This design comes from an exercise in tuning for small area, a short achievable clock period and few clock cycles on the open sky130 flow, not from production work.
Function was not checked in any run shown here: the RTL went through the layout flow alone.

==> flow/config.mk <==
export PLATFORM = sky130hd
export DESIGN_NAME = oac_core
export DESIGN_NICKNAME = oac_core
export VERILOG_FILES = /design/flow/design.v
export SDC_FILE = /design/flow/constraint.sdc
export NUM_CORES = 4
export LEC_CHECK = 0
export CAP_MARGIN = 20
export CORE_MARGIN = 2
export CORE_UTILIZATION = 40
export SETUP_SLACK_MARGIN = 3
export SLEW_MARGIN = 20
==> flow/constraint.sdc <==
create_clock -name core_clock -period 12.0 [get_ports {clk}]
set_input_delay 2.4000 -clock core_clock [delete_from_list [all_inputs] [get_ports {clk}]]
set_output_delay 2.4000 -clock core_clock [all_outputs]
set_load 0.01 [all_outputs]
==> flow/design.v <==
module oac_core (
    input  wire        clk,
    input  wire        rst,           
    input  wire [31:0] stack_init,    
    output reg         mem_req,
    output reg         mem_we,
    output reg  [6:0]  mem_addr,
    output wire [31:0] mem_wdata,
    input  wire        mem_ready,
    input  wire [31:0] mem_rdata,
    output wire        halted,
    output wire        faulted,
    output reg  [2:0]  fault_kind,
    output wire [31:0] fault_value,
    output wire [31:0] fault_addr,
    input  wire [3:0]  dbg_idx,
    output wire [31:0] dbg_data
);
    localparam [2:0] K_OOB = 3'd2, K_OVERFLOW = 3'd3, K_UNDERFLOW = 3'd4, K_BADREG = 3'd5;
    localparam [3:0] S_F    = 4'd0,  S_O1   = 4'd1,  S_O2   = 4'd2,  S_O3   = 4'd3;
    localparam [3:0] S_SAVE = 4'd4,  S_M1   = 4'd5,  S_MRD  = 4'd6,  S_MWR  = 4'd7;
    localparam [3:0] S_PUSH = 4'd8,  S_POP1 = 4'd9,  S_POP2 = 4'd10, S_FV   = 4'd11;
    localparam [3:0] S_EXW  = 4'd12, S_FIX  = 4'd13, S_HALT = 4'd14, S_FAULT = 4'd15;
    localparam [1:0] X_NONE = 2'd0, X_ALU = 2'd1, X_INC8 = 2'd2, X_DEC8 = 2'd3;
    reg [3:0]  state;
    reg [31:0] r0, r1, r2, r3, fl, sb, st;
    reg [7:0]  pc;          
    reg        pcbig;       
    reg [31:0] t;
    reg [6:0]  a;           
    reg [6:0]  m7;          
    reg [4:0]  opc;         
    reg [3:0]  ridx;        
    reg [1:0]  exk;         
    reg        ffetch;      
    wire [31:0] w = mem_rdata;
    wire is_rr   = (opc == 5'd1) | (opc == 5'd5) | (opc == 5'd9);
    wire is_mr   = (opc == 5'd2) | (opc == 5'd6) | (opc == 5'd10);
    wire is_rm   = (opc == 5'd3) | (opc == 5'd7);
    wire is_mrm  = (opc == 5'd11);
    wire is_ir   = (opc == 5'd4) | (opc == 5'd8) | (opc == 5'd12);
    wire is_inc  = (opc == 5'd13);
    wire is_jmp  = (opc == 5'd14);
    wire is_jzn  = (opc == 5'd15) | (opc == 5'd16);
    wire is_jc   = (opc >= 5'd17) & (opc <= 5'd20);
    wire is_call = (opc == 5'd21);
    wire op_sub  = (opc >= 5'd5) & (opc <= 5'd8);
    wire op_mov  = (opc >= 5'd9) & (opc <= 5'd12);
    wire w_bad    = (w[31:4] != 28'd0) | (w[3] & (w[2:0] != 3'd0));
    wire w_oob    = (w[31:7] != 25'd0);
    wire w_valid  = (w[31:5] == 27'd0) & (w[4:0] != 5'd0) & (w[4:0] <= 5'd22);
    wire w_mr     = (w[4:0] == 5'd2) | (w[4:0] == 5'd6) | (w[4:0] == 5'd10);
    wire w_ret    = (w[4:0] == 5'd22);
    wire w_is4    = (w[3:0] == 4'd4);
    wire pc_oob   = pcbig | pc[7];
    wire st_oob   = (st[31:7] != 25'd0);
    wire p_ok     = (&st) | (~st_oob & ~(&st[6:0]));    
    wire [7:0] pc1 = pc + 8'd1;
    wire [7:0] pc2 = pc + 8'd2;
    wire jcond = (opc[0] ? fl[0] : fl[1]);               
    wire vf    = (state == S_O1) & is_jzn & ~pc_oob & ~jcond;
    wire fetch = (state == S_F) | vf;
    assign dbg_data    = pv;
    assign fault_value = t;
    assign fault_addr  = ffetch ? t : {25'd0, a};
    reg  [3:0]  pidx;
    reg         fpc;           
    wire [1:0]  k = is_inc ? 2'd1 : is_jc ? 2'd3 : 2'd2;
    wire [7:0]  pc_stmt = {1'b0, a} + {6'd0, k};
    wire        hlt = (state == S_HALT);
    wire [3:0]  ridx_p = hlt ? dbg_idx : pidx;   
    reg  [31:0] pv;
    always @(*) begin
        case (ridx_p)
            4'd0: pv = r0;
            4'd1: pv = r1;
            4'd2: pv = r2;
            4'd3: pv = r3;
            4'd4: pv = {24'd0, (fpc | hlt) ? pc : pc_stmt};
            4'd5: pv = hlt ? t : {27'd0, opc};
            4'd6: pv = fl;
            4'd7: pv = sb;
            default: pv = st;
        endcase
    end
    reg zp, ip, iq, cin;
    reg [1:0] qs;              
    wire [31:0] alu_p = zp ? 32'd0 : (pv ^ {32{ip}});
    wire [31:0] alu_q = (qs == 2'd1) ? t : (qs == 2'd2) ? w : 32'd0;
    wire [31:0] res   = alu_p + (alu_q ^ {32{iq}}) + {31'd0, cin};
    wire        res_z = (res == 32'd0);
    wire        res_n = res[31];
    wire        lt    = res_n ^ ((pv[31] ^ t[31]) & (res_n ^ pv[31]));    
    wire taken = (opc == 5'd17) ?  res_z :
                 (opc == 5'd18) ? ~res_z :
                 (opc == 5'd19) ? (~res_z & ~res_n) : res_n;
    reg        fault_now;
    reg        fv_st;         
    reg [2:0]  fk_now;
    always @(*) begin
        mem_req  = 1'b0;
        mem_we   = 1'b0;
        mem_addr = pc[6:0];
        fault_now = 1'b0;
        fk_now   = K_OOB;
        fv_st    = 1'b0;
        pidx = ridx; fpc = 1'b0;
        zp = 1'b0; ip = 1'b0; iq = 1'b0; cin = 1'b0; qs = 2'd0;
        case (state)
            S_F: begin
                if (pc_oob) fault_now = 1'b1; else mem_req = 1'b1;
                case (exk)
                    X_ALU:  begin                      
                        zp = op_mov;
                        qs = is_inc ? 2'd0 : 2'd1;
                        iq = op_sub; cin = op_sub | is_inc;
                    end
                    X_INC8: begin pidx = 4'd8; cin = 1'b1; end
                    X_DEC8: begin pidx = 4'd8; iq = 1'b1; end
                    default: ;
                endcase
            end
            S_O1: begin
                if (vf) begin
                    mem_addr = pc1[6:0];
                    if (pc1[7]) fault_now = 1'b1; else mem_req = 1'b1;
                    cin = 1'b1;                        
                end else begin
                    if (pc_oob) fault_now = 1'b1; else mem_req = 1'b1;
                end
            end
            S_O2: begin                                
                if (pc_oob) fault_now = 1'b1; else mem_req = 1'b1;
            end
            S_O3: begin                                
                if (pc_oob) fault_now = 1'b1; else mem_req = 1'b1;
                qs = 2'd1; ip = 1'b1; cin = 1'b1;
            end
            S_SAVE: begin
                mem_we = 1'b1; mem_addr = st[6:0]; fv_st = 1'b1;
                if (st_oob) fault_now = 1'b1; else mem_req = 1'b1;
            end
            S_M1: begin                                
                if (pc_oob) fault_now = 1'b1; else mem_req = 1'b1;
            end
            S_MRD: begin                               
                mem_addr = m7; mem_req = 1'b1;
                qs = 2'd2; ip = op_sub; cin = op_sub;
            end
            S_MWR: begin
                mem_addr = m7; mem_req = 1'b1; mem_we = 1'b1;
            end
            S_PUSH: begin
                mem_we = 1'b1; mem_addr = st[6:0]; fv_st = 1'b1;
                if (st[31]) begin
                    fault_now = 1'b1; fk_now = K_OVERFLOW;
                end else if (st_oob) begin
                    fault_now = 1'b1;
                end else begin
                    mem_req = 1'b1;
                    zp = 1'b1; qs = 2'd1;              
                end
            end
            S_POP1: pidx = 4'd7;                       
            S_POP2: begin
                mem_addr = st[6:0] + 7'd1;
                mem_req = p_ok;
                pidx = 4'd8; qs = 2'd1; iq = 1'b1; cin = 1'b1;
            end
            S_FV: begin                                
                pidx = 4'd8; cin = (fault_kind == K_OOB);
            end
            S_EXW: begin
                zp = op_mov;
                qs = is_inc ? 2'd0 : 2'd1;
                iq = op_sub; cin = op_sub | is_inc;
            end
            S_FIX: begin
                zp = 1'b1; qs = 2'd1; cin = 1'b1;      
            end
            S_FAULT, S_HALT: ;
            default: ;
        endcase
        if (fault_now) begin                           
            pidx = fv_st ? 4'd8 : 4'd4; fpc = 1'b1;
            zp = 1'b0; ip = 1'b0; iq = 1'b0; qs = 2'd0;
            cin = vf;
        end
    end
    assign mem_wdata = (state == S_MWR) ? t : {24'd0, pc};
    assign halted  = (state == S_HALT);
    assign faulted = (state == S_FAULT);
    wire done = mem_req & mem_ready;
    reg        we;           
    reg [3:0]  widx;
    reg        setf;         
    always @(*) begin
        we = 1'b0; widx = ridx; setf = 1'b0;
        case (state)
            S_F: case (exk)
                X_ALU:  begin we = 1'b1; setf = ~op_mov; end
                X_INC8, X_DEC8: begin we = 1'b1; widx = 4'd8; end
                default: ;
            endcase
            S_EXW: setf = ~op_mov;
            S_O3:  if (done) setf = 1'b1;
            S_MRD: if (done & is_rm) setf = 1'b1;
            default: ;
        endcase
    end
    always @(posedge clk) begin
        if (rst) begin
            state <= S_F;
            r0 <= 32'd0; r1 <= 32'd0; r2 <= 32'd0; r3 <= 32'd0;
            pc <= 8'd0; pcbig <= 1'b0; fl <= 32'd0;
            sb <= stack_init; st <= stack_init;
            exk <= X_NONE;
        end else begin
            if (we) begin
                case (widx)
                    4'd0: r0 <= res;
                    4'd1: r1 <= res;
                    4'd2: r2 <= res;
                    4'd3: r3 <= res;
                    4'd7: sb <= res;
                    4'd8: st <= res;
                    default: ;
                endcase
            end
            if (we & (widx == 4'd6)) fl <= res;
            else if (setf)           fl <= {fl[31:2], res_n, res_z};
            if (state == S_F) exk <= X_NONE;
            if (fetch) a <= vf ? pc1[6:0] : pc[6:0];
            if (fault_now) begin
                state      <= S_FAULT;
                fault_kind <= fk_now;
                ffetch     <= fetch;
                if (~pcbig) t <= res;              
            end else if (fetch) begin
                if (done) begin
                    t   <= w;
                    opc <= w[4:0];
                    if (~w_valid) begin
                        state <= S_HALT;
                        if (vf) pc <= pc1;
                    end else begin
                        pc    <= vf ? pc2 : pc1;
                        state <= w_ret ? S_POP1 : w_mr ? S_SAVE : S_O1;
                    end
                end else if (vf) begin
                    state <= S_F;                      
                    pc    <= pc1;
                end
            end else begin
                case (state)
                    S_O1: if (done) begin
                        ridx <= w[3:0];
                        t    <= w;
                        if ((is_rr | is_rm | is_mrm | is_jc | is_inc) & w_bad) begin
                            state <= S_FAULT; fault_kind <= K_BADREG; ffetch <= 1'b0;
                        end else if (is_jmp | is_jzn) begin
                            pc <= w[7:0]; pcbig <= (w[31:8] != 24'd0); state <= S_F;
                        end else if (is_inc) begin
                            if (w_is4) state <= S_EXW;
                            else begin
                                pc <= pc1; state <= S_F; exk <= X_ALU;
                            end
                        end else begin
                            pc <= pc1;
                            state <= (is_rm | is_mrm) ? S_SAVE :
                                     is_call ? S_PUSH : S_O2;
                        end
                    end
                    S_O2: if (done) begin
                        ridx <= w[3:0];
                        if (is_rr | is_jc) t <= res;
                        if (w_bad) begin
                            t <= w;
                            state <= S_FAULT; fault_kind <= K_BADREG; ffetch <= 1'b0;
                        end else if (is_jc) begin
                            pc <= pc1; state <= S_O3;
                        end else if (w_is4) begin
                            state <= S_EXW;
                        end else begin
                            pc <= pc1; state <= S_F; exk <= X_ALU;
                        end
                    end
                    S_O3: if (done) begin
                        if (taken) begin
                            pc <= w[7:0]; pcbig <= (w[31:8] != 24'd0); t <= w;
                        end else
                            pc <= pc1;
                        state <= S_F;
                    end
                    S_SAVE: if (done) state <= S_M1;
                    S_M1: if (done) begin
                        m7 <= w[6:0];
                        t  <= (is_mrm & ~w_oob) ? res : w;
                        if (w_oob) begin
                            state <= S_FAULT; fault_kind <= K_OOB; ffetch <= 1'b0;
                        end else if (is_mr) begin
                            pc <= pc1; state <= S_MRD;
                        end else
                            state <= is_rm ? S_MRD : S_MWR;
                    end
                    S_MRD: if (done) begin
                        t     <= is_rm ? res : w;
                        state <= is_rm ? S_MWR : S_O2;
                    end
                    S_MWR: if (done) begin
                        if (m7 == st[6:0]) state <= S_FIX;    
                        else begin
                            pc <= pc1; state <= S_F;
                        end
                    end
                    S_PUSH: if (done) begin
                        pc    <= res[7:0];                 
                        pcbig <= (res[31:8] != 24'd0);
                        exk   <= X_DEC8;
                        state <= S_F;
                    end
                    S_POP1: begin
                        t     <= res;
                        state <= S_POP2;
                    end
                    S_POP2: if (~lt) begin
                        state <= S_FV; fault_kind <= K_UNDERFLOW;
                    end else if (~p_ok) begin
                        state <= S_FV; fault_kind <= K_OOB;
                    end else if (done) begin
                        pc    <= w[7:0];
                        pcbig <= (w[31:8] != 24'd0);
                        t     <= w;
                        exk   <= X_INC8;
                        state <= S_F;
                    end
                    S_FV: begin
                        t <= res; state <= S_FAULT; ffetch <= 1'b0;
                    end
                    S_EXW: begin
                        t <= res; state <= S_FIX;
                    end
                    S_FIX: begin
                        pc    <= res[7:0];
                        pcbig <= (res[31:8] != 24'd0);
                        t     <= res;
                        state <= S_F;
                    end
                    default: ;
                endcase
            end
        end
    end
endmodule
==> flow/run.sh <==
#!/bin/bash
# synth_recipe.tcl (not shown) runs the flow's synth.tcl, then flattens the netlist and writes it again
# the make line also repeats each setting of config.mk as NAME=value (left out here)
make -C /OpenROAD-flow-scripts/flow DESIGN_CONFIG=/design/flow/config.mk WORK_HOME=/design/flow/orfs CLKGATE_MAP_FILE= SYNTH_SCRIPT=/design/flow/synth_recipe.tcl finish
==> results.ini, run 1 <==
[setup_path]
r2r_start=st[31]
arrival_ns=9.17
critPathMaxStageDelay_ns=0.41
cp-start-kind=input port
reg2reg_depth=26
reg2reg_setup_slack_ns=3.24
crit_path_end_kind=flop
path_class=input port to flop
critical_path.max_fanout=17
r2r-end=t[7]
critPathRequiredTime_ns=12.30
worst_path_max_delay_cell=clkdlybuf4s50_1

[timing]
relSlewSlack_pct=19.59
hold_viol=0
min_period_over_period_pct=73.91
timing.fmax_mhz=112.8
skew_ns=0.01914
fin_hold_ws_ns=0.4554
fin_setup_tns_ns=0
slew_violations=0
tightest_slew_ns=1.206
setup_ws_ns=3.131
finalSetupViolations=0
rsz0062_at_grt=false
period_needed_ns=8.869

[layout]
regArea_mm2=0.007203
num_antenna_cells=0
final_layout_size_suffix_gt1_share_pct=9.636
final_common_cell=nand2_1
final_nets=3024
most-common-layout-cells=nand2_1 (491), nor2_1 (282), a21oi_1 (245), clkdlybuf4s50_1 (210), dfxtp_1 (172)
multi_input_area_mm2=0.01308
n_fill_cell=5082
areaGrowthSynthToFinish_pct=22.15

[logic_synthesis]
syn-cell-area_mm2=0.02094
synth_warnings=1
synth_nets=2876
yosysSeqAreaShare_pct=34.36
synth_top_area_share_pct=17.64
synth_flop_cell=dfxtp_1
synth.area.top_cells=edfxtp_1 (18%), dfxtp_1 (17%), nand2_1 (8.8%), a21oi_1 (6.0%), nor2_1 (5.2%)
synthArstFlopShare_pct=0
synthCells=2762
yosysTopAreaCell=edfxtp_1
avgSynthCellArea_um2=7.583
synth_edf_count=123
yosysUniqueCellTypes=106
ys_seq_elements=298

[placed_design]
dp_hpwl_mm=71.58
dp_slack_ns=1.230
routabilityCongestion=1.022
io_buffer_count=212

[clock_tree]
insertion_delay_ns=0.58
htree_levels=2
cts_buffer_depth=3
clk_pin_slew_ns=0.06
ctsRootBufferMaster=clkbuf_16
cts_tree=yes
cts_buffers=37
cts_sinks=298
cts_hold_buf=0

[detailed_routing]
wl_per_cell_um=27.41
viasPerCell=6.440
first_iter_violations=3597
route.detailed.drc=0
drt_pass1_iterations=9
wl_mm=99.16
vias=23293
antenna_left=0

[hold_path]
hold_depth=2
holdPathEnd=r3[25]
worstHoldStart=r3[25]
hold_path_class=flop to flop

[die]
die_y_um=232.8
io_pins=213
dieArea_mm2=0.05421
rows=83
dieWidth_um=232.8
initial_core_util_pct=40.66
core-area_mm2=0.05151

[global_routing]
grt_pass1_vias=21068
grt_use_total_pct=35.31
grt_max_degree=88
grt_first_pass_wirelength_mm=142.6
grt_overflow=0
antenna_found_initial=1

[run_status]
outcome=finished clean

[run]
max_cap_violations=0

## cells in the mapped netlist (15+ instances only)
| cell type | count |
|---|---|
| nor2_1 | 289 |
| o21ai_0 | 137 |
| ha_1 | 40 |
| buf_1 | 15 |
| inv_1 | 41 |
| a22oi_1 | 62 |
| o211ai_1 | 18 |
| nor3_1 | 55 |
| dfxtp_1 | 175 |
| o21a_1 | 15 |
| clkbuf_1 | 187 |
| edfxtp_1 | 123 |
| a211oi_1 | 52 |
| a222oi_1 | 25 |
| o22ai_1 | 34 |
| a21oi_1 | 250 |
| nor4_1 | 21 |
| nand2_1 | 493 |
| nand4_1 | 17 |
| a21o_1 | 24 |
| and3_1 | 42 |
| o31ai_1 | 17 |
| nor2b_1 | 15 |
| a31oi_1 | 50 |
| and2_1 | 43 |
| xnor2_1 | 70 |
| a221oi_1 | 17 |
| nand2b_1 | 21 |
| nand3_1 | 120 |
| mux2i_1 | 22 |
| xor2_1 | 54 |
## registers in the layout (all words and copies together) (netlist names), 3 cells and up
register    count
r1             32
opc             5
pc              8
fault_kind      3
r0             32
r3             32
ridx            4
a               7
m7              7
r2             32
fl             32
state           4
sb             32
st             32
t              32
## metrics by stage
step	instances	util, %	cell area (um2)
finish	3617	49.66	25580
detailed placement	3518	46.21	23800
floorplan	2762	-	20960
global route	3617	49.66	25580
CTS	3597	49.08	25280
global placement	3518	46.21	23800
## cell families after synthesis
| group | Yosys count | share of synthesized area (%) |
|---|---|---|
| and+or+nand+nor | 1177 | 25.28 |
| AOI/OAI and AO/OA | 809 | 25.17 |
| DFF | 298 | 34.36 |
| buffers and inverters | 268 | 5.048 |
| xor gates and xnor gates | 125 | 5.317 |
| adders and majority gates | 46 | 2.820 |
| muxes | 39 | 2.001 |
## final cells by class
class,instances,share of cell area [%]
clock buffers,55,4.206
clock inverters,11,0.5184
inverters,47,0.6896
multi-input cells,2200,51.13
flip-flops and latches,298,28.16
well taps,680,3.326
repair buffers,326,11.98
## worst max path at each step
| stage | from | endpoint | slack, ns | cells past startpoint |
|---|---|---|---|---|
| global route | dbg_idx[0] | t[31] | 2.99 | 27 |
| CTS | state[3] | t[16] | 3.01 | 30 |
| global placement | dbg_idx[0] | t[18] | 1.42 | 26 |
| detailed placement | dbg_idx[0] | t[16] | 1.23 | 26 |
| floorplan | dbg_idx[0] | t[0] | 3.01 | 27 |
| finish | dbg_idx[0] | t[7] | 3.13 | 27 |
## critical path: cells and delay by family
family                     cells  cell delay, ns
xor gates and xnor gates       1            0.21
AOI/OAI and AO/OA              9            1.96
and+or+nand+nor                8            1.92
muxes                          4            1.24
buffers and inverters          4            1.04
adders and majority gates      1            0.37
## timing repair
item,4_1_cts,5_1_grt
setup endpoints to repair,42,43
setup buffers,11,18
cloned,2,2
gates resized for setup,23,37
pin swaps,4,10
## metal layers
layer	share of wire, %	track usage (%)	vias up
li1	-	-	10273
met1	43	51.82	11209
met2	41	49.38	1575
met3	13	8.382	236
met4	4.2	13.54	0
met5	0	0	-
==> run 2, diff against run 1 <==
--- a/flow/config.mk
+++ b/flow/config.mk
@@ -9,4 +9,4 @@
 export CORE_MARGIN = 2
 export CORE_UTILIZATION = 40
-export SETUP_SLACK_MARGIN = 3
+export SETUP_SLACK_MARGIN = 5
 export SLEW_MARGIN = 20
==> results.ini, run 2 <==
[clock_tree]
cts_buffer_depth=3
cts_sinks=298
insertion_delay_ns=0.60
ctsRootBufferMaster=clkbuf_16
htree_levels=2
clk_pin_slew_ns=0.06
cts_buffers=37
cts_tree=yes

[timing]
finalSetupViolations=0
min_period_over_period_pct=65.81
timing.fmax_mhz=126.6
fin_setup_tns_ns=0
slew_violations=0
period_needed_ns=7.898
tightest_slew_ns=1.101
skew_ns=0.03562
relSlewSlack_pct=26.36
fin_hold_ws_ns=0.4539
hold_viol=0
rsz0062_at_grt=true

[logic_synthesis]
synth_common_cells=nand2_1 (493), nor2_1 (289), a21oi_1 (250), clkbuf_1 (187), dfxtp_1 (175)
synth_most_common_cell=nand2_1
synthCells=2762
yosysTopAreaCell=edfxtp_1
yosysUniqueCellTypes=106
avgSynthCellArea_um2=7.583
yosysSeqAreaShare_pct=34.36
ys_seq_elements=298
synth_top_area_share_pct=17.64
synth_nets=2876
synth_edf_count=123
synth_warnings=1
synth.area.top_cells=edfxtp_1 (18%), dfxtp_1 (17%), nand2_1 (8.8%), a21oi_1 (6.0%), nor2_1 (5.2%)
synth_flop_cell=dfxtp_1
synthArstFlopShare_pct=0
syn-cell-area_mm2=0.02094

[placed_design]
dp_hpwl_mm=74.92
routabilityCongestion=0.9918
io_buffer_count=212

[detailed_routing]
top_layer_used=met4
wl_met1_mm=45.24
drt_pass1_iterations=8
wl_met3_mm=14.24
wl_met2_mm=44.48
wl_per_cell_um=28.91
first_iter_violations=3574
viasPerCell=6.418
wl_mm=107.7
route.detailed.drc=0
antenna_left=0
vias=23912

[die]
dieWidth_um=232.8
die_y_um=232.8
dieArea_mm2=0.05421
core-area_mm2=0.05151
rows=83
initial_core_util_pct=40.66
io_pins=213

[setup_path]
cp-start-kind=input port
path_class=input port to flop
worst_path_max_delay_cell=a221oi_2
critPathMaxStageDelay_ns=0.46
crit_path_end_kind=flop
critical_path.max_fanout=8
arrival_ns=8.20
critPathRequiredTime_ns=12.30

[global_routing]
grt_first_pass_wirelength_mm=152.8
grt_use_total_pct=38.46
grt_max_degree=109
grt_pass1_vias=21738
grt_overflow=0
antenna_found_initial=4

[layout]
num_antenna_cells=0
most-common-layout-cells=nand2_1 (485), nor2_1 (270), a21oi_1 (233), clkdlybuf4s50_1 (180), dfxtp_1 (170)
final_common_cell=nand2_1
n_fill_cell=4934
final_layout_size_suffix_gt1_share_pct=18.25
areaGrowthSynthToFinish_pct=33.71
final_nets=3131

[run]
max_cap_violations=0

[run_status]
outcome=finished clean

[hold_path]
hold_path_class=flop to flop

## run 2: final timing paths
kind | slack, ns | depth (start not counted) | endpoint | startpoint
max | 4.10 | 29 | t[4] | dbg_idx[0]
min | 0.45 | 2 | r1[26] | r1[26]
max reg2reg | 4.17 | 34 | t[4] | state[1]
min reg2reg | 0.45 | 2 | r1[26] | r1[26]
## run 2: kinds of logic (layout without fill, tap and decap cells)
family / count (synthesis) / in the layout / synth area share (%)
AOI/OAI and AO/OA: 809 / 810 / 25.17
xor gates and xnor gates: 125 / 125 / 5.317
adders and majority gates: 46 / 46 / 2.820
buffers and inverters: 268 / 548 / 5.048
DFF: 298 / 298 / 34.36
muxes: 39 / 39 / 2.001
and+or+nand+nor: 1177 / 1180 / 25.28
## run 2: critical path, delay by kind of cell
kind,cells,cell delay [ns]
compound gates,11,2.32
xor+xnor,2,0.51
fa+ha+maj,1,0.32
buf+inv,6,0.76
mux,3,0.76
simple gates,6,1.11
## run 2: final cells by class
class,count,area (um2),area share (%)
Timing Repair Buffer,433,4347,15.52
Multi-Input combinational cell,2200,14220,50.78
Clock inverter,21,232.7,0.8310
Sequential cell,298,7208,25.74
Tap cell,680,850.8,3.038
Clock buffer,47,963.4,3.440
Inverter,47,181.4,0.6478
## run 2: what timing repair did
action / CTS / global route
endpoints found under the setup margin: 279 / 75
resized for setup: 243 / 114
pin swaps: 85 / 80
hold buffers: 0 / 0
setup buffers: 103 / 31
gates cloned: 11 / 2
## run 2: per-layer routing
metal	up-vias	global-route usage, %
li1	10526	-
met2	1584	55.10
met4	0	12.26
met1	11587	54.89
met3	215	11.46
met5	-	0
## run 2: per-stage QoR
stage	worst slack, ns	cell area [um2]	instances	utilization, %
floorplan	3.633	21230	2762	-
global placement	1.471	23970	3508	46.53
detailed placement	1.424	24000	3510	46.60
CTS	4.234	27270	3692	52.95
global route	4.055	28000	3726	54.37
finish	4.102	28000	3726	54.37
==> run 3, diff against run 2 <==
--- a/flow/design.v
+++ b/flow/design.v
@@ -287,8 +287,7 @@
                     end
                     S_O3: if (done) begin
-                        if (taken) begin
-                            pc <= w[7:0]; pcbig <= (w[31:8] != 24'd0); t <= w;
-                        end else
-                            pc <= pc1;
+                        t     <= w;
+                        pc    <= taken ? w[7:0] : pc1;
+                        pcbig <= taken & (w[31:8] != 24'd0);
                         state <= S_F;
                     end
@@ -324,14 +323,17 @@
                         state <= S_POP2;
                     end
-                    S_POP2: if (~lt) begin
-                        state <= S_FV; fault_kind <= K_UNDERFLOW;
-                    end else if (~p_ok) begin
-                        state <= S_FV; fault_kind <= K_OOB;
-                    end else if (done) begin
-                        pc    <= w[7:0];
-                        pcbig <= (w[31:8] != 24'd0);
-                        t     <= w;
-                        exk   <= X_INC8;
-                        state <= S_F;
+                    S_POP2: begin
+                        if (done) begin
+                            pc    <= w[7:0];
+                            pcbig <= (w[31:8] != 24'd0);
+                            t     <= w;
+                            exk   <= X_INC8;
+                        end
+                        if (~lt) begin
+                            state <= S_FV; fault_kind <= K_UNDERFLOW;
+                        end else if (~p_ok) begin
+                            state <= S_FV; fault_kind <= K_OOB;
+                        end else if (done)
+                            state <= S_F;
                     end
                     S_FV: begin
==> results.ini, run 3 <==
[logic_synthesis]
synth_warnings=1
synth_edf_count=123
synth_flop_cell=dfxtp_1
synth_top_area_share_pct=17.72
synth_most_common_cell=nand2_1
synthMuxAreaShare_pct=3.452
synthCells=2662
synth_xor_xnor_area_share_pct=5.415
yosysUniqueCellTypes=101
yosys.area_share.simple_pct=21.76
synth_common_cells=nand2_1 (452), a21oi_1 (276), nor2_1 (225), clkbuf_1 (178), dfxtp_1 (175)
yosys.area_share.adder_pct=2.785
syn-cell-area_mm2=0.02084
synth_compound_area_share_pct=27.10
synth_top_family_by_area=compound AO/OA/AOI/OAI gates
synth.area.top_cells=edfxtp_1 (18%), dfxtp_1 (17%), nand2_1 (8.1%), a21oi_1 (6.6%), nor2_1 (4.1%)
ys_seq_elements=298
yosysTopAreaCell=edfxtp_1
synthArstFlopShare_pct=0
avgSynthCellArea_um2=7.830
yosysSeqAreaShare_pct=34.53
synth_nets=2776

[setup_path]
worst_path_max_delay_cell=or4_4
r2r_start=opc[1]
reg2reg_setup_slack_ns=4.42
critPathMaxStageDelay_ns=0.58
arrival_ns=8.32
cp-start-kind=input port
path_class=input port to flop
reg2reg_depth=31
r2r-end=pc[5]
crit_path_end_kind=flop
critPathRequiredTime_ns=12.55
critical_path.most_common_cell=buf_6
critical_path.max_fanout=6

[detailed_routing]
route.detailed.drc=0
antenna_left=0
wl_mm=105.0
first_iter_violations=3399
drt_pass1_iterations=8
wl_per_cell_um=29.16
viasPerCell=6.534
vias=23534

[global_routing]
use_met3_pct=12.48
antenna_found_initial=4
grt_use_total_pct=37.53
busiest_layer=met1
grt_overflow=0
grt_max_degree=185
use_met2_pct=51.60
grt_first_pass_wirelength_mm=148.7
grt_pass1_vias=21635
grt.met1_usage_pct=53.19

[layout]
final_layout_size_suffix_gt1_share_pct=18.69
num_antenna_cells=0
fin_area_mm2=0.02754
most-common-layout-cells=nand2_1 (438), a21oi_1 (254), nor2_1 (215), clkdlybuf4s50_1 (176), dfxtp_1 (173)
areaGrowthSynthToFinish_pct=32.12
n_fill_cell=4830
final_common_cell=nand2_1
final_nets=3008

[placed_design]
dp_hpwl_mm=73.07
io_buffer_count=212
placed_area_mm2=0.02386
routabilityCongestion=1.005

[clock_tree]
ctsRootBufferMaster=clkbuf_16
clk_pin_slew_ns=0.07
htree_levels=2
cts_sinks=298
cts_buffer_depth=3
cts_tree=yes
cts_buffers=36
insertion_delay_ns=0.60
cts_hold_buf=0

[timing]
fin_hold_ws_ns=0.4498
slew_violations=0
timing.fmax_mhz=128.6
skew_ns=0.02871
min_period_over_period_pct=64.79
fin_setup_tns_ns=0
relSlewSlack_pct=25.59
finalSetupViolations=0
rsz0062_at_grt=true
hold_viol=0
period_needed_ns=7.774
tightest_slew_ns=1.112

[die]
io_pins=213
initial_core_util_pct=40.55
rows=83
core-area_mm2=0.05141
dieArea_mm2=0.05395
die_y_um=232.3
dieWidth_um=232.3

[run]
max_cap_violations=0

[run_status]
outcome=finished clean

[hold_path]
worstHoldStart=r2[24]
holdPathEnd=r2[24]
hold_path_class=flop to flop
hold_depth=2

-- run 3: changes by cell type after synthesis, sizes merged, moves of 22 or more --
cell,before,now
a31oi,51,25
a22oi,62,85
nor3,56,34
nor2,292,225
nand2,496,452
nand3,120,68
xor2,54,86
and3,42,19
a21oi,251,278
xnor2,71,42
-- run 3: cell families after synthesis --
group | after synthesis
compound gates | 860
mux | 67
xor+xnor | 128
simple gates | 1000
fa+ha+maj | 45
buf+inv | 264
flops | 298
-- run 3: layout make-up --
class	instances	area, um2	area share [%]
Clock inverter	16	152.6	0.5543
Sequential cell	298	7204	26.16
Timing Repair Buffer	411	4010	14.56
Inverter	45	172.7	0.6270
Clock buffer	50	1077	3.912
Tap cell	680	850.8	3.090
Multi-Input combinational cell	2102	14070	51.09
-- run 3: worst max-delay path by stage --
| stage | startpoint | endpoint | slack (ns) |
|---|---|---|---|
| 6_report | dbg_idx[1] | pc[0] | 4.23 |
| 5_1_grt | dbg_idx[1] | pc[4] | 4.11 |
| 4_1_cts | dbg_idx[1] | pc[4] | 4.36 |
| 3_5_place_dp | dbg_idx[1] | pc[4] | 1.96 |
| 3_3_place_gp | dbg_idx[1] | pc[1] | 1.93 |
| 2_1_floorplan | dbg_idx[0] | pc[1] | 4.39 |
-- run 3: worst max-delay path: cells and delay by family --
family / cells / cell delay (ns)
xor gates and xnor gates: 2 / 0.37
and+or+nand+nor: 11 / 2.18
adders and majority gates: 1 / 0.39
AOI/OAI and AO/OA: 7 / 1.63
muxes: 2 / 0.59
buffers and inverters: 6 / 0.74
-- run 3: layer usage --
metal	share of wire [%]	wire length [um]
met1	42	43620
met2	40	42360
met4	4.4	4658
met3	14	14340
met5	0.062	65
-- run 3: stage by stage --
stage               util (%)  worst slack [ns]  instances
floorplan                  -             4.389       2662
global placement       46.39             1.928       3409
detailed placement     46.42             1.961       3409
CTS                    52.20             4.357       3574
global route           53.57             4.108       3602
finish                 53.57             4.226       3602
-- run 3: repair_timing --
action                                  in CTS  in global routing
endpoints found under the hold margin        0                  0
pin swaps                                   78                 45
cloned                                       5                  2
resized for setup                          311                125
endpoints found under the setup margin     279                124
buffers inserted                            94                 25
==> run 4, diff against run 3 <==
--- a/flow/design.v
+++ b/flow/design.v
@@ -34,4 +34,6 @@
     reg [1:0]  exk;         
     reg        ffetch;      
+    reg        fpend;       
+    reg        rph;         
     wire [31:0] w = mem_rdata;
     wire is_rr   = (opc == 5'd1) | (opc == 5'd5) | (opc == 5'd9);
@@ -61,22 +63,34 @@
     wire vf    = (state == S_O1) & is_jzn & ~pc_oob & ~jcond;
     wire fetch = (state == S_F) | vf;
-    assign dbg_data    = pv;
+    reg  [31:0] dbg_r;
+    always @(*) begin
+        case (dbg_idx)
+            4'd0: dbg_r = r0;
+            4'd1: dbg_r = r1;
+            4'd2: dbg_r = r2;
+            4'd3: dbg_r = r3;
+            4'd4: dbg_r = {24'd0, pc};
+            4'd5: dbg_r = t;
+            4'd6: dbg_r = fl;
+            4'd7: dbg_r = sb;
+            default: dbg_r = st;
+        endcase
+    end
+    assign dbg_data    = dbg_r;
     assign fault_value = t;
-    assign fault_addr  = ffetch ? t : {25'd0, a};
+    assign fault_addr  = sb;
     reg  [3:0]  pidx;
     reg         fpc;           
-    wire [1:0]  k = is_inc ? 2'd1 : is_jc ? 2'd3 : 2'd2;
+    wire [1:0]  k = (state == S_FAULT) ? 2'd0 : is_inc ? 2'd1 : is_jc ? 2'd3 : 2'd2;
     wire [7:0]  pc_stmt = {1'b0, a} + {6'd0, k};
-    wire        hlt = (state == S_HALT);
-    wire [3:0]  ridx_p = hlt ? dbg_idx : pidx;   
     reg  [31:0] pv;
     always @(*) begin
-        case (ridx_p)
+        case (pidx)
             4'd0: pv = r0;
             4'd1: pv = r1;
             4'd2: pv = r2;
             4'd3: pv = r3;
-            4'd4: pv = {24'd0, (fpc | hlt) ? pc : pc_stmt};
-            4'd5: pv = hlt ? t : {27'd0, opc};
+            4'd4: pv = {24'd0, fpc ? pc : pc_stmt};
+            4'd5: pv = {27'd0, opc};
             4'd6: pv = fl;
             4'd7: pv = sb;
@@ -87,5 +101,5 @@
     reg [1:0] qs;              
     wire [31:0] alu_p = zp ? 32'd0 : (pv ^ {32{ip}});
-    wire [31:0] alu_q = (qs == 2'd1) ? t : (qs == 2'd2) ? w : 32'd0;
+    wire [31:0] alu_q = (qs == 2'd1) ? t : (qs == 2'd2) ? w : (qs == 2'd3) ? stack_init : 32'd0;
     wire [31:0] res   = alu_p + (alu_q ^ {32{iq}}) + {31'd0, cin};
     wire        res_z = (res == 32'd0);
@@ -179,5 +193,8 @@
                 zp = 1'b1; qs = 2'd1; cin = 1'b1;      
             end
-            S_FAULT, S_HALT: ;
+            S_FAULT: begin                             
+                pidx = 4'd4; zp = ffetch; qs = {1'b0, ffetch};
+            end
+            S_HALT: ;
             default: ;
         endcase
@@ -187,8 +204,12 @@
             cin = vf;
         end
+        if (rst) begin                                 
+            zp = 1'b1; ip = 1'b0; iq = 1'b0; cin = 1'b0;
+            qs = rph ? 2'd3 : 2'd0;
+        end
     end
     assign mem_wdata = (state == S_MWR) ? t : {24'd0, pc};
     assign halted  = (state == S_HALT);
-    assign faulted = (state == S_FAULT);
+    assign faulted = (state == S_FAULT) & ~fpend;
     wire done = mem_req & mem_ready;
     reg        we;           
@@ -206,32 +227,34 @@
             S_O3:  if (done) setf = 1'b1;
             S_MRD: if (done & is_rm) setf = 1'b1;
+            S_FAULT: if (fpend) begin we = 1'b1; widx = 4'd7; end
             default: ;
         endcase
     end
+    wire clr = rst & ~rph;
+    wire ld  = rst & rph;
+    wire wr  = we & ~rst;
+    always @(posedge clk) begin
+        rph <= rst & ~rph;
+        if ((wr & (widx == 4'd0)) | clr) r0 <= res;
+        if ((wr & (widx == 4'd1)) | clr) r1 <= res;
+        if ((wr & (widx == 4'd2)) | clr) r2 <= res;
+        if ((wr & (widx == 4'd3)) | clr) r3 <= res;
+        if ((wr & (widx == 4'd7)) | ld)  sb <= res;
+        if ((wr & (widx == 4'd8)) | ld)  st <= res;
+        if ((wr & (widx == 4'd6)) | clr) fl <= res;
+        else if (setf & ~rst)            fl <= {fl[31:2], res_n, res_z};
+    end
     always @(posedge clk) begin
         if (rst) begin
             state <= S_F;
-            r0 <= 32'd0; r1 <= 32'd0; r2 <= 32'd0; r3 <= 32'd0;
-            pc <= 8'd0; pcbig <= 1'b0; fl <= 32'd0;
-            sb <= stack_init; st <= stack_init;
+            pc <= 8'd0; pcbig <= 1'b0;
             exk <= X_NONE;
         end else begin
-            if (we) begin
-                case (widx)
-                    4'd0: r0 <= res;
-                    4'd1: r1 <= res;
-                    4'd2: r2 <= res;
-                    4'd3: r3 <= res;
-                    4'd7: sb <= res;
-                    4'd8: st <= res;
-                    default: ;
-                endcase
-            end
-            if (we & (widx == 4'd6)) fl <= res;
-            else if (setf)           fl <= {fl[31:2], res_n, res_z};
             if (state == S_F) exk <= X_NONE;
+            if (state == S_FAULT) fpend <= 1'b0;
             if (fetch) a <= vf ? pc1[6:0] : pc[6:0];
             if (fault_now) begin
                 state      <= S_FAULT;
+                fpend      <= 1'b1;
                 fault_kind <= fk_now;
                 ffetch     <= fetch;
@@ -258,5 +281,5 @@
                         t    <= w;
                         if ((is_rr | is_rm | is_mrm | is_jc | is_inc) & w_bad) begin
-                            state <= S_FAULT; fault_kind <= K_BADREG; ffetch <= 1'b0;
+                            state <= S_FAULT; fpend <= 1'b1; fault_kind <= K_BADREG; ffetch <= 1'b0;
                         end else if (is_jmp | is_jzn) begin
                             pc <= w[7:0]; pcbig <= (w[31:8] != 24'd0); state <= S_F;
@@ -277,5 +300,5 @@
                         if (w_bad) begin
                             t <= w;
-                            state <= S_FAULT; fault_kind <= K_BADREG; ffetch <= 1'b0;
+                            state <= S_FAULT; fpend <= 1'b1; fault_kind <= K_BADREG; ffetch <= 1'b0;
                         end else if (is_jc) begin
                             pc <= pc1; state <= S_O3;
@@ -297,5 +320,5 @@
                         t  <= (is_mrm & ~w_oob) ? res : w;
                         if (w_oob) begin
-                            state <= S_FAULT; fault_kind <= K_OOB; ffetch <= 1'b0;
+                            state <= S_FAULT; fpend <= 1'b1; fault_kind <= K_OOB; ffetch <= 1'b0;
                         end else if (is_mr) begin
                             pc <= pc1; state <= S_MRD;
@@ -338,5 +361,5 @@
                     end
                     S_FV: begin
-                        t <= res; state <= S_FAULT; ffetch <= 1'b0;
+                        t <= res; state <= S_FAULT; fpend <= 1'b1; ffetch <= 1'b0;
                     end
                     S_EXW: begin
==> flow/flow/run.sh (new file) <==
#!/bin/bash
# Standard layout, with plain buf_1 cells as the port buffers (ORFS otherwise
# picks clkdlybuf4s50_1, a slow delay cell). Each ORFS step keeps its own log
# under orfs/logs; make's output goes to flow_make.log.
set -euo pipefail
bash standard.sh "BUFFER_PORTS_ARGS=-buffer_cell sky130_fd_sc_hd__buf_1" finish > flow_make.log 2>&1
==> flow/standard.sh (new file) <==
#!/bin/bash
# synth_recipe.tcl (not shown) runs the flow's synth.tcl, then flattens the netlist and writes it again
# the make line also repeats each setting of config.mk as NAME=value (left out here)
make -C /OpenROAD-flow-scripts/flow DESIGN_CONFIG=/design/flow/config.mk WORK_HOME=/design/flow/orfs CLKGATE_MAP_FILE= SYNTH_SCRIPT=/design/flow/synth_recipe.tcl "${@:-finish}"
removed: flow/run.sh
==> results.ini, run 4 <==
[global_routing]
grt_use_total_pct=38.05
antenna_found_initial=5
grt_pass1_vias=21249
grt_first_pass_wirelength_mm=154.2
grt_overflow=0
grt_max_degree=56

[setup_path]
cp_cell_sequence=buf_6 -> or3b_4 -> o32ai_4 -> buf_4 -> buf_4 -> and3_1 -> inv_1 -> nor2_1 -> xor2_1 -> nor2_1 -> a21oi_1 -> buf_1
worst_path_max_delay_cell=and3_1
path_class=flop to output port
crit_path_end_kind=output port
cp-start-kind=flop
critPathRequiredTime_ns=9.60
reg2reg_setup_slack_ns=5.01
critPathMaxStageDelay_ns=0.58
critical_path.max_fanout=14
arrival_ns=4.60
reg2reg_depth=30

[timing]
skew_ns=0.03126
hold_viol=0
finalSetupViolations=0
tightest_slew_ns=1.117
rsz0062_at_grt=true
timing.fmax_mhz=142.9
fin_setup_tns_ns=0
slew_violations=0
min_period_over_period_pct=58.30
relSlewSlack_pct=24.57
period_needed_ns=6.995

[logic_synthesis]
synth.area.top_cells=edfxtp_1 (40%), a21oi_1 (4.5%), a22oi_1 (4.2%), nand2_1 (3.6%), nor2_1 (3.4%)
synth_flop_cell=edfxtp_1
ys_seq_elements=300
synth_top_area_share_pct=39.57
yosysTopAreaCell=edfxtp_1
synth_nets=2453
synth_edf_count=284
synth_warnings=1
avgSynthCellArea_um2=9.215
yosysSeqAreaShare_pct=41.05
synth_most_common_cell=edfxtp_1
synthArstFlopShare_pct=0
synthCells=2339
yosysUniqueCellTypes=112
syn-cell-area_mm2=0.02155
synth_common_cells=edfxtp_1 (284), nand2_1 (208), a21oi_1 (195), nor2_1 (193), clkbuf_1 (155)

[clock_tree]
insertion_delay_ns=0.60
cts_tree=yes
htree_levels=2
cts_buffers=36
cts_sinks=300
ctsRootBufferMaster=clkbuf_16
clk_pin_slew_ns=0.06
cts_buffer_depth=3

[die]
io_pins=213
dieArea_mm2=0.05576
dieWidth_um=236.1
rows=85
core-area_mm2=0.05350
initial_core_util_pct=40.29
die_y_um=236.1

[layout]
most-common-layout-cells=edfxtp_1 (284), buf_1 (208), nand2_1 (204), a21oi_1 (186), nor2_1 (170)
final_layout_size_suffix_gt1_share_pct=18.53
final_common_cell=edfxtp_1
areaGrowthSynthToFinish_pct=22.75
fin_util_pct=49.46
final_nets=2698

[detailed_routing]
wl_mm=111.1
antenna_left=0
route.detailed.drc=0
vias=23044
first_iter_violations=3723
wl_per_cell_um=33.57
drt_pass1_iterations=9
viasPerCell=6.962

[hold_path]
hold_path_class=flop to flop
hold_depth=2

[placed_design]
dp_hpwl_mm=75.21
io_buffer_count=212
routabilityCongestion=1.051

[run_status]
outcome=finished clean

[run]
max_cap_violations=0

-- run 4: cell types whose count changed in the layout (fill, tap and decap cells not counted), moves of 45 or more --
| cell | before | now |
|---|---|---|
| nand2_1 | 438 | 204 |
| buf_1 | 0 | 208 |
| clkdlybuf4s50_1 | 176 | 0 |
| edfxtp_1 | 123 | 284 |
| dfxtp_1 | 173 | 15 |
| a21oi_1 | 254 | 186 |
| xor2_1 | 81 | 20 |
| a222oi_1 | 16 | 68 |
| nor2_1 | 215 | 170 |
-- run 4: metrics by stage --
stage	hold WS [ns]	instance area, um2	setup WS, ns	cells
final	0.5884	26460	5.005	3310
after global placement	0.5893	23320	2.957	3148
after floorplan	0.5112	21560	5.049	2339
after detailed placement	0.5581	23330	2.861	3149
after CTS	0.5742	25420	4.966	3251
after global routing	0.6264	26450	4.905	3308
-- run 4: final cells by class --
class	instances	area [um2]
Inverter	65	251.5
Sequential cell	300	8850
Tap cell	696	870.8
Fill cell	5024	27040
Clock inverter	20	217.7
Multi-Input combinational cell	1792	12770
Antenna cell	2	5.005
Clock buffer	46	969.7
Timing Repair Buffer	389	2526
-- run 4: worst paths after layout --
check                           startpoint          end
worst max-delay path                opc[3]  mem_addr[4]
worst min-delay path                exk[1]       exk[1]
worst max register to register      opc[3]        pc[3]
worst min register to register      exk[1]       exk[1]
-- run 4: logic make-up after synthesis --
| family | synth area share (%) |
|---|---|
| compound gates | 26.66 |
| buf+inv | 4.522 |
| mux | 3.245 |
| xor+xnor | 4.058 |
| flops | 41.05 |
| simple gates | 17.72 |
| fa+ha+maj | 2.740 |
-- run 4: worst max-delay path: cells and delay by family, from the launching register on --
| kind | cells | cell delay (ns) |
|---|---|---|
| simple gates | 4 | 1.55 |
| buf+inv | 5 | 1.14 |
| compound gates | 2 | 0.51 |
| xor+xnor | 1 | 0.31 |
| flops | 1 | 0.47 |
-- run 4: repair_timing --
item,4_1_cts,5_1_grt
setup buffers,32,50
pin swaps,23,46
gates resized for setup,126,103
hold buffers,0,0
endpoints found under the setup margin,161,46
gates cloned,4,6
-- run 4: routing by layer --
layer / track usage [%] / part of all wire, % / routed length [um] / vias up
li1: - / - / - / 9617
met1: 47.09 / 36 / 39870 / 11049
met2: 59.27 / 44 / 48440 / 1901
met3: 6.846 / 11 / 12150 / 473
met4: 28.96 / 9.6 / 10640 / 4
met5: 0 / 0.022 / 24 / -
==> run 5, diff against run 4 <==
--- a/flow/design.v
+++ b/flow/design.v
@@ -102,6 +102,8 @@
     wire [31:0] alu_p = zp ? 32'd0 : (pv ^ {32{ip}});
     wire [31:0] alu_q = (qs == 2'd1) ? t : (qs == 2'd2) ? w : (qs == 2'd3) ? stack_init : 32'd0;
-    wire [31:0] res   = alu_p + (alu_q ^ {32{iq}}) + {31'd0, cin};
-    wire        res_z = (res == 32'd0);
+    wire [31:0] alu_b = alu_q ^ {32{iq}};
+    wire [31:0] res   = alu_p + alu_b + {31'd0, cin};
+    wire        res_z = cin ? (~(alu_p ^ alu_b) == {alu_p[30:0] & alu_b[30:0], 1'b0})
+                            : ( (alu_p ^ alu_b) == {alu_p[30:0] | alu_b[30:0], 1'b0});
     wire        res_n = res[31];
     wire        lt    = res_n ^ ((pv[31] ^ t[31]) & (res_n ^ pv[31]));    
==> results.ini, run 5 <==
[die]
core-area_mm2=0.05499
dieArea_mm2=0.05732
io_pins=213
rows=86
die_y_um=239.4
initial_core_util_pct=40.32
dieWidth_um=239.4

[logic_synthesis]
synth_edf_count=284
yosys.area_share.adder_pct=7.105
synth_compound_area_share_pct=22.48
yosysSeqAreaShare_pct=39.91
synthArstFlopShare_pct=0
synthMuxAreaShare_pct=2.839
synth_common_cells=edfxtp_1 (284), nand2_1 (224), a21oi_1 (167), nor2_1 (165), inv_1 (146)
syn-cell-area_mm2=0.02217
synth_warnings=1
synth_xor_xnor_area_share_pct=6.547
synth_top_area_share_pct=38.47
synthCells=2383
yosysTopAreaCell=edfxtp_1
synth_most_common_cell=edfxtp_1
yosys.area_share.simple_pct=15.55
synth_flop_cell=edfxtp_1
ys_seq_elements=300
avgSynthCellArea_um2=9.303
synth_top_family_by_area=compound AO/OA/AOI/OAI gates
synth.area.top_cells=edfxtp_1 (38%), a22oi_1 (4.5%), xnor2_1 (4.3%), ha_1 (4.1%), nand2_1 (3.8%)
yosysUniqueCellTypes=93
synth_nets=2558

[placed_design]
io_buffer_count=212
dp_cells=3255
placed_area_mm2=0.02404
dp_hpwl_mm=76.68
routabilityCongestion=1.024

[setup_path]
critPathMaxStageDelay_ns=0.48
reg2reg_depth=25
r2r-end=pcbig
critPathRequiredTime_ns=12.46
worst_path_max_delay_cell=xor2_2
reg2reg_setup_slack_ns=4.99
cp_num_buf_inv=2
path_class=flop to flop
critical_path.max_fanout=39
crit_family=compound AO/OA/AOI/OAI gates
cp-start-kind=flop
critPathLaunch=state[0]
r2r_start=state[0]
crit_path_end_kind=flop
arrival_ns=7.48

[layout]
finalNonFillerCells=3412
areaGrowthSynthToFinish_pct=23.82
n_fill_cell=5157
regArea_mm2=0.008870
multi_input_area_mm2=0.01328
final_common_cell=edfxtp_1
final_nets=2811
final_layout_size_suffix_gt1_share_pct=18.37
most-common-layout-cells=edfxtp_1 (284), nand2_1 (219), buf_1 (209), a21oi_1 (155), nor2_1 (146)
fin_area_mm2=0.02745

[detailed_routing]
wl_mm=111.7
route.detailed.drc=0
vias=22779
viasPerCell=6.676
drt_pass1_iterations=10
first_iter_violations=3197
wl_per_cell_um=32.74
antenna_left=0

[clock_tree]
clk_pin_slew_ns=0.07
cts_tree=yes
htree_levels=2
ctsRootBufferMaster=clkbuf_16
cts_sinks=300
cts_buffer_depth=3
cts_buffers=37
cts_hold_buf=0
insertion_delay_ns=0.59

[global_routing]
antenna_found_initial=5
grt_use_total_pct=37.04
grt_max_degree=52
grt_overflow=0
grt_first_pass_wirelength_mm=152.7
grt_pass1_vias=21376

[timing]
rsz0062_at_grt=true
timing.fmax_mhz=142.6
slew_violations=0
min_period_over_period_pct=58.43
skew_ns=0.05058
tightest_slew_ns=1.006
relSlewSlack_pct=32.45
hold_viol=0
period_needed_ns=7.011
fin_setup_tns_ns=0
finalSetupViolations=0

[hold_path]
hold_depth=2
worstHoldStart=exk[0]
holdPathEnd=exk[0]
hold_path_class=flop to flop

[run]
max_cap_violations=0

[run_status]
outcome=finished clean

==> run 5: repair_timing <==
item,CTS,global route
setup buffers,29,49
pin swaps,15,54
endpoints found under the hold margin,0,0
resized for setup,120,169
gates cloned,3,9
setup endpoints to repair,187,49
==> run 5: through the flow <==
stage                     hold WS [ns]  util (%)  setup WS (ns)
final                           0.5508     49.92          4.989
after global routing            0.5810     49.92          4.851
after CTS                       0.5858     47.47          4.950
after detailed placement        0.5702     43.71          2.751
after global placement          0.5959     43.71          2.871
after floorplan                 0.5252         -          5.023
==> run 5: cell type report <==
cell class / count / share of cell area [%]
Antenna cell: 2 / 0.01823
Clock buffer: 42 / 3.441
Clock inverter: 23 / 1.071
Inverter: 148 / 2.037
Multi-Input combinational cell: 1764 / 48.38
Sequential cell: 300 / 32.31
Tap cell: 748 / 3.409
Timing Repair Buffer: 385 / 9.330
==> run 5: how the worst max path moves through the flow <==
stage	cells past startpoint	slack, ns	endpoint
2_1_floorplan	19	5.02	pc[2]
3_3_place_gp	20	2.87	pc[2]
3_5_place_dp	20	2.75	pc[2]
4_1_cts	30	4.95	pcbig
5_1_grt	27	4.85	pcbig
6_report	25	4.99	pcbig
==> run 5: per-layer routing <==
| layer | wire (um) | track usage [%] | part of all wire (%) |
|---|---|---|---|
| met1 | 40580 | 45.63 | 36 |
| met2 | 50680 | 59.69 | 45 |
| met3 | 11850 | 7.422 | 11 |
| met4 | 8577 | 23.03 | 7.7 |
| met5 | 41 | 0 | 0.037 |
==> run 5: cells by family (layout without fill, tap and decap cells) <==
family          count (synthesis)  in the layout
compound gates                720            720
simple gates                  712            715
buf+inv                       322            598
flops                         300            300
xor+xnor                      164            164
fa+ha+maj                     107            107
mux                            58             58
other cells                     0              2
==> run 5: worst min-delay path: stages (launching register included) <==
cell	delay [ns]
dfxtp_2	0.34
a21oi_1	0.12
nor4_1	0.05
==> run 6, diff against run 5 <==
--- a/flow/design.v
+++ b/flow/design.v
@@ -35,4 +35,5 @@
     reg        ffetch;      
     reg        fpend;       
+    reg        rst_q;       
     reg        rph;         
     wire [31:0] w = mem_rdata;
@@ -102,8 +103,6 @@
     wire [31:0] alu_p = zp ? 32'd0 : (pv ^ {32{ip}});
     wire [31:0] alu_q = (qs == 2'd1) ? t : (qs == 2'd2) ? w : (qs == 2'd3) ? stack_init : 32'd0;
-    wire [31:0] alu_b = alu_q ^ {32{iq}};
-    wire [31:0] res   = alu_p + alu_b + {31'd0, cin};
-    wire        res_z = cin ? (~(alu_p ^ alu_b) == {alu_p[30:0] & alu_b[30:0], 1'b0})
-                            : ( (alu_p ^ alu_b) == {alu_p[30:0] | alu_b[30:0], 1'b0});
+    wire [31:0] res   = alu_p + (alu_q ^ {32{iq}}) + {31'd0, cin};
+    wire        res_z = (res == 32'd0);
     wire        res_n = res[31];
     wire        lt    = res_n ^ ((pv[31] ^ t[31]) & (res_n ^ pv[31]));    
@@ -206,5 +205,5 @@
             cin = vf;
         end
-        if (rst) begin                                 
+        if (rst_q) begin                               
             zp = 1'b1; ip = 1'b0; iq = 1'b0; cin = 1'b0;
             qs = rph ? 2'd3 : 2'd0;
@@ -233,9 +232,10 @@
         endcase
     end
-    wire clr = rst & ~rph;
-    wire ld  = rst & rph;
-    wire wr  = we & ~rst;
+    wire clr = rst_q & ~rph;
+    wire ld  = rst_q & rph;
+    wire wr  = we & ~rst_q;
     always @(posedge clk) begin
-        rph <= rst & ~rph;
+        rst_q <= rst;
+        rph   <= rst & ~rph;
         if ((wr & (widx == 4'd0)) | clr) r0 <= res;
         if ((wr & (widx == 4'd1)) | clr) r1 <= res;
@@ -245,5 +245,5 @@
         if ((wr & (widx == 4'd8)) | ld)  st <= res;
         if ((wr & (widx == 4'd6)) | clr) fl <= res;
-        else if (setf & ~rst)            fl <= {fl[31:2], res_n, res_z};
+        else if (setf & ~rst_q)          fl <= {fl[31:2], res_n, res_z};
     end
     always @(posedge clk) begin
==> flow/flow/run.sh (replaced) <==
#!/bin/bash
# Standard layout, with plain buf_1 cells as the port buffers (ORFS otherwise
# picks clkdlybuf4s50_1, a slow delay cell), and timing repair aiming at a
# setup slack of 6 ns. Each ORFS step keeps its own log under orfs/logs;
# make's output goes to flow_make.log.
set -euo pipefail
bash standard.sh "BUFFER_PORTS_ARGS=-buffer_cell sky130_fd_sc_hd__buf_1" "SETUP_SLACK_MARGIN=6" finish > flow_make.log 2>&1
==> results.ini, run 6 <==
[clock_tree]
htree_levels=2
cts_sinks=301
cts_tree=yes
cts_buffer_depth=3
insertion_delay_ns=0.59
clk_pin_slew_ns=0.06
ctsRootBufferMaster=clkbuf_16
cts_buffers=37

[setup_path]
crit_path_end_kind=flop
reg2reg_depth=33
path_class=flop to flop
reg2reg_setup_slack_ns=5.11
arrival_ns=7.35
worst_path_max_delay_cell=ha_1
r2r-end=pc[4]
cp-start-kind=flop
r2r_start=opc[1]
critPathMaxStageDelay_ns=0.53
critical_path.max_fanout=17
critPathRequiredTime_ns=12.46

[logic_synthesis]
synth_nets=2371
synthCells=2257
yosysUniqueCellTypes=94
ys_seq_elements=301
syn-cell-area_mm2=0.02109
synth_most_common_cell=edfxtp_1
avgSynthCellArea_um2=9.343
synth_common_cells=edfxtp_1 (284), nor2_1 (205), nand2_1 (164), clkbuf_1 (159), a22oi_1 (145)
synth.area.top_cells=edfxtp_1 (40%), a22oi_1 (5.2%), xnor2_1 (4.2%), nor2_1 (3.6%), a222oi_1 (3.6%)
yosysSeqAreaShare_pct=42.06
synth_flop_cell=edfxtp_1
synth_top_area_share_pct=40.44
yosysTopAreaCell=edfxtp_1
synth_warnings=1
synth_edf_count=284
synthArstFlopShare_pct=0

[detailed_routing]
vias=23810
wl_mm=112.6
drt_pass1_iterations=13
wl_per_cell_um=33.59
antenna_left=0
first_iter_violations=4492
viasPerCell=7.101
route.detailed.drc=0

[die]
dieArea_mm2=0.05457
io_pins=213
initial_core_util_pct=40.29
dieWidth_um=233.6
core-area_mm2=0.05234
rows=84
die_y_um=233.6

[timing]
finalSetupViolations=0
fin_setup_tns_ns=0
relSlewSlack_pct=24.69
setup_ws_ns=5.113
rsz0062_at_grt=true
skew_ns=0.02465
tightest_slew_ns=1.130
timing.fmax_mhz=145.2
hold_viol=0
slew_violations=0
period_needed_ns=6.887
min_period_over_period_pct=57.39

[hold_path]
hold_path_class=flop to flop
hold_depth=1
holdPathEnd=rph
worstHoldStart=rph

[layout]
most-common-layout-cells=edfxtp_1 (284), buf_4 (209), nor2_1 (178), buf_1 (176), nand2_1 (160)
finalNonFillerCells=3353
final_nets=2750
final_layout_size_suffix_gt1_share_pct=28.04
areaGrowthSynthToFinish_pct=37.26
final_common_cell=edfxtp_1
n_fill_cell=4583
fin_util_pct=55.30

[global_routing]
grt_pass1_vias=21761
antenna_found_initial=3
grt_first_pass_wirelength_mm=156.0
grt_overflow=0
grt_use_total_pct=39.58
grt_max_degree=50

[placed_design]
dp_cells=3057
dp_slack_ns=2.989
dp_hpwl_mm=72.48
routabilityCongestion=0.9769
io_buffer_count=212

[run]
max_cap_violations=0

[run_status]
outcome=finished clean

==> run 6: how the worst max path moves through the flow <==
stage | from | end | slack (ns)
6_report | opc[1] | pc[4] | 5.11
5_1_grt | opc[1] | pc[0] | 4.95
4_1_cts | opc[1] | pc[4] | 5.38
3_5_place_dp | state[0] | pc[1] | 2.99
3_3_place_gp | state[0] | pc[0] | 3.28
2_1_floorplan | dbg_idx[0] | dbg_data[3] | 5.80
==> run 6: cell families (layout without fill, tap and decap cells) <==
group | count (synthesis) | count (layout) | synth area share, %
compound gates | 755 | 755 | 25.57
xor+xnor | 121 | 121 | 5.061
fa+ha+maj | 44 | 44 | 2.706
buf+inv | 246 | 652 | 4.504
flops | 301 | 301 | 42.06
mux | 72 | 72 | 3.697
other cells | 0 | 1 | 0
simple gates | 718 | 719 | 16.41
==> run 6: area by class of cell <==
type	count	area [um2]	area share, %
multi-input cells	1711	13320	46.03
flip-flops and latches	301	8892	30.72
clock buffers	46	959.7	3.316
diodes	1	2.502	0.008646
clock inverters	21	262.8	0.9078
well taps	688	860.8	2.974
repair buffers	523	4399	15.20
inverters	62	244.0	0.8430
==> run 6: repair_timing <==
item                       CTS  global route
setup buffers              142            62
hold buffers                 0             0
setup endpoints to repair  293           117
gates cloned                22             2
pin swaps                  120            82
resized for setup          385           157
==> run 6: through the flow <==
stage          area (um2)  hold slack (ns)
5_1_grt             28940           0.5086
4_1_cts             27670           0.4555
2_1_floorplan       21350           0.4164
3_3_place_gp        22990           0.4397
3_5_place_dp        22990           0.4416
6_report            28940           0.4537
==> run 6: critical path: cells and delay by family (launching register included) <==
kind / cells / cell delay (ns)
AOI/OAI and AO/OA: 9 / 2.05
and+or+nand+nor: 10 / 1.49
buffers and inverters: 9 / 1.47
xor gates and xnor gates: 3 / 0.65
adders and majority gates: 1 / 0.53
DFF: 1 / 0.45
muxes: 1 / 0.11
==> run 6: metal layers <==
layer | vias up | GRT usage [%] | wire (um)
met2 | 2276 | 53.74 | 45010
met4 | 0 | 17.13 | 5680
met5 | - | 0 | 0
li1 | 9590 | - | -
met1 | 11573 | 55.71 | 43160
met3 | 371 | 14.60 | 18790

re-timing with driven ports:
No port has a modelled driver above. Below, the same layouts with a new extraction and two added sets of constraints. Step 1 (the two cells are an assumption about what drives the block):
set clk [get_ports {clk}]
set_driving_cell -lib_cell sky130_fd_sc_hd__clkbuf_16 $clk
set_driving_cell -lib_cell sky130_fd_sc_hd__buf_2 [delete_from_list [all_inputs] $clk]
Step 2, shift: input delay + t, output delay - t, t = (earliest + latest rising clock arrival at the registers) / 2. This alone moves slack from input paths to output paths. a / b / c = ideal ports / drivers / drivers and shift; a / b = the first two.
| run | t (ns) | setup slack, ns | latest minus earliest clock arrival (ns) | pins driven straight from the clock port |
|---|---|---|---|---|
| run 1 | 0.635 | 3.131 / 3.170 / 2.535 | 0.019 / 0.020 | 1 |
| run 2 | 0.637 | 4.102 / 4.116 / 3.479 | 0.036 / 0.035 | 1 |
| run 3 | 0.645 | 4.226 / 4.251 / 3.606 | 0.029 / 0.029 | 1 |
| run 4 | 0.645 | 5.005 / 4.942 / 4.491 | 0.032 / 0.032 | 1 |
| run 5 | 0.625 | 4.989 / 4.989 / 4.442 | 0.053 / 0.053 | 1 |
| run 6 | 0.637 | 5.113 / 5.113 / 4.752 | 0.024 / 0.025 | 1 |
After both steps setup and hold are still met in every run listed. The setup slack of run 2, which loses most, moves by +0.014 ns with the drivers and by -0.623 ns with both steps.
